Source: an optimization exercise on an open RTL-to-GDS flow (aim: small area, a short achievable clock period and few clock cycles). Production flows keep margins and buffers that such runs may drop.
In this exercise RTL edits were held to simulation tests only and were not proved equivalent to the original.
Power and IR drop assume default switching activity.

## job 2338
Design dci_serializer, start of the top module:
module dci_serializer (
    input  wire        clk,
    input  wire        rst,         
    input  wire        cmd_valid,
    output wire        cmd_ready,
    input  wire [31:0] cmd_data,
    input  wire [3:0]  rd_idx,
    output reg  [31:0] rd_data,
    output reg         done
);
    localparam [3:0] C_ILLEGAL = 4'h1, C_RSVD_HDR = 4'h2, C_FINALIZED = 4'h3,
                     C_APP_WIDTH = 4'h4, C_APP_VALUE = 4'h5, C_OVERFLOW = 4'h6,
                     C_FIELD = 4'h7, C_RSVD_VAL = 4'h8, C_NRB = 4'h9,
                     C_FREQ = 4'hA, C_HOPCFG = 4'hB, C_PSIZE = 4'hC;
    localparam [3:0] K_WIDTH = 4'd0, K_NRB = 4'd1, K_HOPCNT = 4'd2, K_HOPFLAG = 4'd3,
                     K_HOPOFF = 4'd4, K_FREQ = 4'd5, K_SMI = 4'd6, K_TBS = 4'd7,
                     K_PSIZE = 4'd8;
    localparam [2:0] B_NONE = 3'd0, B_CLEAR = 3'd1, B_ZEROS = 3'd2, B_APPEND = 3'd3,
                     B_FINAL = 3'd4, B_FIELD = 3'd5, B_COMMIT = 3'd6, B_FAULT = 3'd7;
    reg          halted;
    reg          in_cmd;        
    reg  [7:0]   opc;
    reg  [3:0]   k;             
    reg  [8:0]   nrb;
    reg  [4:0]   fw;
    reg  [1:0]   h;
    reg          hf;
    reg          sulp, sul;
    reg  [1:0]   smi;
    reg          pb;            
    reg          pf;            
    reg  [3:0]   pcause, pfield;
    reg  [2:0]   b_op;
    reg          b_first;       
    reg  [31:0]  R;             
    reg  [7:0]   pos;           
    reg  [2:0]   c_op;          
    reg  [127:0] bank0, bank1;
    reg          acc_ptr, out_ptr;
    reg  [7:0]   acc_len, out_len;
    reg          acc_final, out_valid, fault;
    assign cmd_ready = ~halted;
    wire   accept = cmd_valid & ~halted;
    wire [31:0] v = cmd_data;
    wire       is_pack = opc[4];
    wire [2:0] o       = opc[2:0];
    reg  [3:0] nops;
    always @* begin
        if (!is_pack) nops = (o == 3'd2) ? 4'd2 : 4'd1;    
        else case (o)
            3'd0: nops = 4'd14;
            3'd1: nops = 4'd9;
            3'd2: nops = 4'd13;
            3'd3: nops = 4'd9;
            3'd4: nops = 4'd8;
            3'd5: nops = 4'd7;
            3'd6: nops = 4'd12;
            default: nops = 4'd6;
        endcase
    end
  ...
Size: about 2400 cells after synthesis, about 400 flip-flops, ~73 I/O pins, roughly 23000 sq um of cells after synthesis.
export LEC_CHECK = 0
export CAP_MARGIN = 20
export CORE_MARGIN = 2
export CORE_UTILIZATION = 52
export CTS_CLUSTER_DIAMETER = 90
export CTS_CLUSTER_SIZE = 30
export PLACE_DENSITY = 0.65
export SLEW_MARGIN = 20
create_clock -name core_clock -period 14.0 [get_ports {clk}]
standard.sh (not shown) runs the stock make flow with config.mk's settings and CLKGATE_MAP_FILE= SYNTH_SCRIPT=/design/flow/synth_recipe.tcl, a recipe that flattens the netlist after the stock synthesis.
==> flow/flow/run.sh <==
#!/bin/bash
# The standard layout, with repair_timing asked for 7.0 ns of setup slack and
# sky130_fd_sc_hd__buf_2 as the port buffer (every port still gets one).
# The clock, its period and the I/O constraints are the standard flow's, unchanged.
set -euo pipefail
bash standard.sh SETUP_SLACK_MARGIN=7.0 "BUFFER_PORTS_ARGS=-buffer_cell sky130_fd_sc_hd__buf_2" finish > make_finish.log 2>&1
Testbench counts of job 2338, summed over its fixed seeds: cycles 15,879.
The following lists how job 568 was set up differently from job 2338:
# job 2338
export LEC_CHECK = 0
export CAP_MARGIN = 20
export CORE_MARGIN = 2
export CORE_UTILIZATION = 52
export CTS_CLUSTER_DIAMETER = 90
export CTS_CLUSTER_SIZE = 30
export PLACE_DENSITY = 0.65
export SLEW_MARGIN = 20
create_clock -name core_clock -period 14.0 [get_ports {clk}]
# job 568
export LEC_CHECK = 0
export CAP_MARGIN = 20
export CORE_MARGIN = 2
export CORE_UTILIZATION = 30
export CTS_CLUSTER_DIAMETER = 90
export CTS_CLUSTER_SIZE = 30
export PLACE_DENSITY = 0.45
export SLEW_MARGIN = 20
create_clock -name core_clock -period 14.0 [get_ports {clk}]
==> flow/flow/run.sh <==
#!/bin/bash
# The standard layout, with repair_timing asked for 7.6 ns of setup slack and
# sky130_fd_sc_hd__buf_2 as the port buffer (every port still gets one).
# The clock, its period and the I/O constraints are the standard flow's, unchanged.
set -euo pipefail
bash standard.sh SETUP_SLACK_MARGIN=7.6 "BUFFER_PORTS_ARGS=-buffer_cell sky130_fd_sc_hd__buf_2" finish > make_finish.log 2>&1
==> results.txt <==
- Critical path endpoint: rd_data[0] -> job 568, rd_data[1] -> job 2338
- Compared with job 2338, in job 568 combinational power up about 11%, diode insertion count for antenna repair down 1.
- Maximum frequency on job 568 is behind job 2338.
- Row non-clock buffer count: job 568 higher / job 2338 lower
- Job 568 vs job 2338 — number of cells traversed by the worst register-to-register path dropped 2.
- On worst setup slack, job 568 does worse than job 2338.
- Of job 568 and job 2338, job 2338 shows the higher final weighted congestion in routability-driven placement, with job 568 below it.
- Job 568 and job 2338 ended up with roughly the same hold slack.
diff inputs: job 568 => job 3753
# job 568
export LEC_CHECK = 0
export CAP_MARGIN = 20
export CORE_MARGIN = 2
export CORE_UTILIZATION = 30
export CTS_CLUSTER_DIAMETER = 90
export CTS_CLUSTER_SIZE = 30
export PLACE_DENSITY = 0.45
export SLEW_MARGIN = 20
create_clock -name core_clock -period 14.0 [get_ports {clk}]
# job 3753
export LEC_CHECK = 0
export CAP_MARGIN = 10
export CORE_MARGIN = 2
export CORE_UTILIZATION = 30
export CTS_CLUSTER_DIAMETER = 90
export CTS_CLUSTER_SIZE = 30
export PLACE_DENSITY = 0.45
export SLEW_MARGIN = 10
create_clock -name core_clock -period 14.0 [get_ports {clk}]
==> flow/flow/run.sh <==
#!/bin/bash
# The standard layout, with repair_timing asked for 7.0 ns of setup slack and
# sky130_fd_sc_hd__buf_2 as the port buffer (every port still gets one).
# The clock, its period and the I/O constraints are the standard flow's, unchanged.
set -euo pipefail
bash standard.sh SETUP_SLACK_MARGIN=7.0 "BUFFER_PORTS_ARGS=-buffer_cell sky130_fd_sc_hd__buf_2" finish > make_finish.log 2>&1
## What came out
Going from job 568 to job 3753, leakage power summed over all cells lost about 2.6%, clock period minus worst slack lost 20 ps, final cycle utilization of the critical path neither gained nor lost much, final area lost about 2.6%, placement-stage worst setup slack picked up an extra 150 ps.
Between job 3753 and job 568, total routed wirelength is higher for job 3753, job 568 comes in under that.
Area overhead of the layout relative to synthesis, job 3753 and job 568: smaller value in job 3753
Final-stage net count, job 3753 and job 568, higher one = job 568.
Run comparison: job 3753 capture point of the worst path rd_data[3]; job 568 capture point of the worst path rd_data[0]
The cell with the largest stage delay on the worst path comes out a221o_1 in one run and mux4_2 in the other, namely in job 3753 and job 568 respectively.
NOTE non-clock buffer count job 568->job 3753 decreased by more than 10%
Relative to job 568, job 3753 improves setup slack.
[inputs] job 1808 vs job 3753
# job 3753
export LEC_CHECK = 0
export CAP_MARGIN = 10
export CORE_MARGIN = 2
export CORE_UTILIZATION = 30
export CTS_CLUSTER_DIAMETER = 90
export CTS_CLUSTER_SIZE = 30
export PLACE_DENSITY = 0.45
export SLEW_MARGIN = 10
create_clock -name core_clock -period 14.0 [get_ports {clk}]
# job 1808
export LEC_CHECK = 0
export CAP_MARGIN = 20
export CORE_MARGIN = 2
export CORE_UTILIZATION = 45
export CTS_CLUSTER_DIAMETER = 90
export CTS_CLUSTER_SIZE = 30
export PLACE_DENSITY = 0.6
export SLEW_MARGIN = 20
create_clock -name core_clock -period 14.0 [get_ports {clk}]
==> flow/flow/run.sh <==
#!/bin/bash
# The standard layout, with repair_timing asked for 6.9 ns of setup slack and
# sky130_fd_sc_hd__buf_2 as the port buffer (every port still gets one).
# The clock, its period and the I/O constraints are the standard flow's, unchanged.
set -euo pipefail
bash standard.sh SETUP_SLACK_MARGIN=6.9 "BUFFER_PORTS_ARGS=-buffer_cell sky130_fd_sc_hd__buf_2" finish > make_finish.log 2>&1
==> results.txt <==
Multi-input gate area in the final layout in job 1808 is about 0.5% lower than in job 3753
Job 1808: minimum period implied by the final worst setup slack is 39 ps higher than what job 3753 reported.
Going from job 3753 to job 1808, final instance area shrank by 2.6%; multi-input gate share of the layout cell area went up 1.1 points; sum of routed wire segments on met1 shrank by 6100 microns; sequential share of cell area went up 0.93 points.
Between job 3753 and job 1808, final clock period utilization by the worst path increased.
From job 3753 to job 1808 the numbers moved as follows: portion of total power attributed to the clock network saw a decrease; power went down by 69 uW; vertical die dimension decreased by about 18% relative to the old numbers; logic gate share of total power decreased 0.2 points.

==> port drivers added, routing unchanged <==
The flow's constraints put no driver on any port. The routed layouts listed below were extracted and timed again, unchanged, in two steps. Step 1 (the two cells are an assumption about what drives the block):
set clk [get_ports {clk}]
set_driving_cell -lib_cell sky130_fd_sc_hd__clkbuf_16 $clk
set_driving_cell -lib_cell sky130_fd_sc_hd__buf_2 [delete_from_list [all_inputs] $clk]
Step 2 times the ports against the registers' clock, not the clock port: input delays grow and output delays shrink by t, the midpoint of the rising clock arrivals with the driver on. a / b / c = no drivers / after step 1 / after step 2; a / b = the first two.
run | shift t [ns] | setup slack, ns | clock arrival spread, ns
job 2338 | 0.650 | 6.997 / 6.932 / 6.932 | 0.046 / 0.046
job 568 | 0.679 | 6.960 / 6.875 / 6.875 | 0.059 / 0.059
job 3753 | 0.659 | 6.980 / 6.816 / 6.816 | 0.054 / 0.054
job 1808 | 0.634 | 6.941 / 6.745 / 6.745 | 0.033 / 0.032
After both steps every run listed still meets setup and hold. The setup slack of job 1808, which loses most, moves by -0.196 ns with the drivers and by -0.196 ns with both steps.
